From an optimization exercise on the open Yosys and OpenROAD flow, aimed at small area; shortcuts taken in it are not production practice.
Function was checked by simulation only, so behaviour that the tests miss may differ from the original.
No driver is modelled on the clock port, so clock power and skew are understated where the tree is cut down; a real chip needs a root buffer or a tree.

Design dhtdec, start of the top module:
module dhtdec (
    input  wire        clk,
    input  wire        rst,         
    input  wire        variant,     
    input  wire        pin_i,       
    output wire        pin_o,
    output wire        pin_oe,
    output wire        pin_pu,
    input  wire        cmd_valid,
    input  wire [3:0]  cmd_op,
    output wire [1:0]  cmd_ack,
    output wire        rsp_valid,
    output wire [63:0] rsp_data,
    output wire        done_valid,
    output wire [2:0]  done_code,
    output wire        busy
);
    localparam [6:0] TP = 7'b0101010;
    localparam [6:0] T0 = 7'b0111011;
    reg [3:0]  phase;
    reg [6:0]  tq;
    reg [7:0]  thi;
    reg [31:0] bits;
    reg [7:0]  acc;
    reg        mism;
    reg [2:0]  last_result;
    reg [39:0] last_frame;
    reg [21:0] last_ok_time;
    reg        last_ok_valid;
    reg        rate_limited;
    reg [21:0] now;
    wire [6:0] t = tq ^ TP;
    wire [5:0] bitidx = thi[5:0];      
    wire idle   = (phase == 4'd0);
    wire ph1    = (phase == 4'd1);
    wire ph2    = (phase == 4'd2);
    wire ph3    = (phase == 4'd3);
    wire ph4    = (phase == 4'd4);
    wire ph5    = (phase == 4'd5);
    wire ph6    = (phase == 4'd6);
    wire ph7    = (phase == 4'd7);
    wire ph8    = (phase == 4'd8);
    wire ph9    = (phase == 4'd9);
    wire ph10   = (phase == 4'd10);
    wire t_29  = t[0] & t[3] & !t[4] & t[5] & !t[6];
    wire t_39  = !t[0] & !t[2] & !t[4];
    wire t_40  = t[0] & !t[3] & !t[5];
    wire t_100 = !t[0] & !t[1] & !t[2] & !t[3] & !t[5] & !t[6];
    wire t_75  = !t[1] & !t[2] & !t[4] & !t[6];
  ...
For scale: roughly 660 cells after synthesis, roughly 150 flip-flops.
clock: 10.0 ns
lec_check: 0
cap_margin: 5
core_margin: 2
core_utilization: 55
place_density: 0.75
slew_margin: 5
synth_hierarchical: 1
standard.sh (not shown) runs the stock make flow with config.mk's settings and CLKGATE_MAP_FILE= SYNTH_SCRIPT=/design/flow/synth_recipe.tcl, a recipe that flattens the netlist after the stock synthesis.
==> flow/flow/run.sh <==
#!/bin/bash
# Own layout flow: the standard ORFS flow (standard.sh, with its
# standard synthesis), with these changes:
#  - ports get the smallest buffer (buf_1) instead of ORFS's pick;
#  - before clock tree synthesis, combinational cells are set to their
#    smallest size (the later timing repair sizes up where needed);
#  - the clock tree is built by flow/my_cts.tcl (one root buffer and
#    CTS_NLEAF leaf buffers over location clusters of the flip-flops) in
#    place of TritonCTS, and flow/post_cts.tcl strengthens any leaf buffer
#    whose flip-flops would see a clock slew above CTS_SLEW_TARGET (ns).
# The output of the whole flow goes to standard.log here; each ORFS step
# also keeps its own log under orfs/logs/.
set -euo pipefail
export BUFFER_PORTS_ARGS="-buffer_cell sky130_fd_sc_hd__buf_1"
export PRE_CTS_TCL="$PWD/flow/my_cts.tcl"
export POST_CTS_TCL="$PWD/flow/post_cts.tcl"
export CTS_NLEAF=8
export CTS_LEAFBUF=sky130_fd_sc_hd__clkbuf_8
export CTS_ROOTBUF=sky130_fd_sc_hd__clkbuf_8
export CTS_SLEW_TARGET=0.118
bash standard.sh > standard.log 2>&1
Other scripts of this flow, unchanged in this note and not shown: flow/flow/my_cts.tcl, flow/flow/post_cts.tcl
Rerun with:
--- a/flow/design.v
+++ b/flow/design.v
@@ -153,35 +153,38 @@
     endgenerate
     assign y[15] = q[15];
 endmodule
 module dht_sel (
     input  wire       cv,
     input  wire [3:0] cmd_op,
     input  wire       variant,
     input  wire       last_ok_valid,
+    input  wire       ph2,
     output wire       rsp_valid,
     output wire       s_res,
     output wire       s_dec0,
     output wire       s_hum1,
     output wire       s_temp1,
     output wire       s_frame,
     output wire       s_time,
-    output wire       s_stat
+    output wire       s_stat,
+    output wire       s_statb
 );
     wire ok  = cv & !cmd_op[3];
     wire okv = ok & last_ok_valid;
     assign rsp_valid = ok & (cmd_op[2:1] != 2'b00);
     assign s_res   = ok  & (cmd_op[2:0] == 3'd2);
     assign s_dec0  = okv & !variant & ((cmd_op[2:0] == 3'd3) | (cmd_op[2:0] == 3'd4));
     assign s_hum1  = okv & variant & (cmd_op[2:0] == 3'd3);
     assign s_temp1 = okv & variant & (cmd_op[2:0] == 3'd4);
     assign s_frame = okv & (cmd_op[2:0] == 3'd5);
     assign s_time  = okv & (cmd_op[2:0] == 3'd6);
     assign s_stat  = ok  & (cmd_op[2:0] == 3'd7);
+    assign s_statb = s_stat & !ph2;      
 endmodule
 module dht_mux8 (
     input  wire       s,
     input  wire [7:0] a,
     input  wire [7:0] b,
     output wire [7:0] y
 );
     assign y = s ? a : b;
@@ -189,57 +192,60 @@
 module dht_aor (
     input  wire        s_res,
     input  wire        s_dec0,
     input  wire        s_hum1,
     input  wire        s_temp1,
     input  wire        s_frame,
     input  wire        s_time,
     input  wire        s_stat,
+    input  wire        s_statb,
     input  wire [2:0]  last_result,
     input  wire [11:0] x10,
     input  wire [15:0] temp1,
     input  wire [39:0] last_frame,
     input  wire [21:0] last_ok_time,
     input  wire [12:0] status_image,
     output wire [40:0] r
 );
     assign r = ({41{s_res}}   & {38'd0, last_result}) |
                ({41{s_dec0}}  & {29'd0, x10}) |
                ({41{s_hum1}}  & {25'd0, last_frame[39:24]}) |
                ({41{s_temp1}} & {{25{temp1[15]}}, temp1}) |
                ({41{s_frame}} & {1'b0, last_frame}) |
                ({41{s_time}}  & {19'd0, last_ok_time}) |
-               ({41{s_stat}}  & {28'd0, status_image});
+               ({41{s_stat}}  & {35'd0, status_image[6:0]}) |
+               ({41{s_statb}} & {28'd0, status_image[12:7], 7'd0});
 endmodule
 module dht_rsp (
     input  wire        cv,
     input  wire [3:0]  cmd_op,
     input  wire        variant,
     input  wire        last_ok_valid,
     input  wire [2:0]  last_result,
     input  wire [39:0] last_frame,
     input  wire [21:0] last_ok_time,
     input  wire [12:0] status_image,
+    input  wire        ph2,
     output wire        rsp_valid,
     output wire [63:0] rsp_data
 );
-    wire s_res, s_dec0, s_hum1, s_temp1, s_frame, s_time, s_stat;
+    wire s_res, s_dec0, s_hum1, s_temp1, s_frame, s_time, s_stat, s_statb;
     dht_sel u_sel (.cv(cv), .cmd_op(cmd_op), .variant(variant), .last_ok_valid(last_ok_valid),
-                   .rsp_valid(rsp_valid), .s_res(s_res), .s_dec0(s_dec0), .s_hum1(s_hum1),
-                   .s_temp1(s_temp1), .s_frame(s_frame), .s_time(s_time), .s_stat(s_stat));
+                   .ph2(ph2), .rsp_valid(rsp_valid), .s_res(s_res), .s_dec0(s_dec0), .s_hum1(s_hum1),
+                   .s_temp1(s_temp1), .s_frame(s_frame), .s_time(s_time), .s_stat(s_stat), .s_statb(s_statb));
     wire [7:0] x10_in;
     dht_mux8 u_xm (.s(cmd_op[0]), .a(last_frame[39:32]), .b(last_frame[23:16]), .y(x10_in));
     wire [11:0] x10;
     dht_x10 u_x10 (.x(x10_in), .y(x10));
     wire [15:0] temp1;
     dht_neg u_neg (.mag(last_frame[22:8]), .neg(last_frame[23]), .y(temp1));
     wire [40:0] r;
     dht_aor u_aor (.s_res(s_res), .s_dec0(s_dec0), .s_hum1(s_hum1), .s_temp1(s_temp1),
-                   .s_frame(s_frame), .s_time(s_time), .s_stat(s_stat),
+                   .s_frame(s_frame), .s_time(s_time), .s_stat(s_stat), .s_statb(s_statb),
                    .last_result(last_result), .x10(x10), .temp1(temp1), .last_frame(last_frame),
                    .last_ok_time(last_ok_time), .status_image(status_image), .r(r));
     assign rsp_data = {{23{r[40]}}, r};
 endmodule
 module dhtdec (
     input  wire        clk,
     input  wire        rst,         
     input  wire        variant,     
@@ -374,17 +380,17 @@
                 last_result <= seq_code;
             if (commit)
                 last_ok_valid <= 1'b1;
             rate_limited <= commit | (last_ok_valid & lt_next);
         end
     end
     dht_rsp u_rsp (.cv(cv), .cmd_op(cmd_op), .variant(variant), .last_ok_valid(last_ok_valid),
                    .last_result(last_result), .last_frame(last_frame), .last_ok_time(last_ok_time),
-                   .status_image({bitidx & {6{!ph2}}, phase, variant, last_ok_valid, !idle}),
+                   .status_image({bitidx, phase, variant, last_ok_valid, !idle}), .ph2(ph2),
                    .rsp_valid(rsp_valid), .rsp_data(rsp_data));
     assign cmd_ack = !cv ? 2'd0 :
                      cmd_op[3] ? 2'd3 :
                      ((cmd_op[2:0] == 3'd1) & !idle) ? 2'd2 : 2'd1;
     assign done_valid = !rst & (seq_done | cmd_done);
     assign done_code  = rst ? 3'd0 : seq_done ? seq_code : cmd_done ? last_result : 3'd0;
     assign pin_oe = ph1 | ph2 | ph3;
     assign pin_o  = !ph2;
The changed run went through all stages and came out clean.
Register-to-register slack improved by 0.04 ns.
Die area falls slightly.
Worst hold slack hardly moves.
Global-route usage rises by 1.3 points.
Worst setup slack improved by 0.045 ns.
In every run of this note, the design's own scripts or RTL, not TritonCTS, make the clock network.

-- what the ideal ports hide --
No port has a modelled driver above. Below, the same layouts with a new extraction and two added sets of constraints.
Step 1 assumes that a clkbuf_16 drives the clock port and a buf_2 every other input.
Step 2 times the ports against the registers' clock, not the clock port: input delays grow and output delays shrink by t, the midpoint of the rising clock arrivals with the driver on.
a / b / c = no drivers / after step 1 / after step 2; a / b = the first two.
| run | t, ns | slack for setup (ns) | hold slack, ns | worst setup path after step 2 | worst register clock-pin slew, ns |
|---|---|---|---|---|---|
| the first run | 0.439 | 1.402 / 1.402 / 1.402 | 0.444 / 0.444 / 0.444 | register to register | 0.12 / 0.12 |
| the second run | 0.433 | 1.447 / 1.447 / 1.447 | 0.446 / 0.446 / 0.446 | register to register | 0.11 / 0.11 |
After both steps every run listed still meets setup and hold.
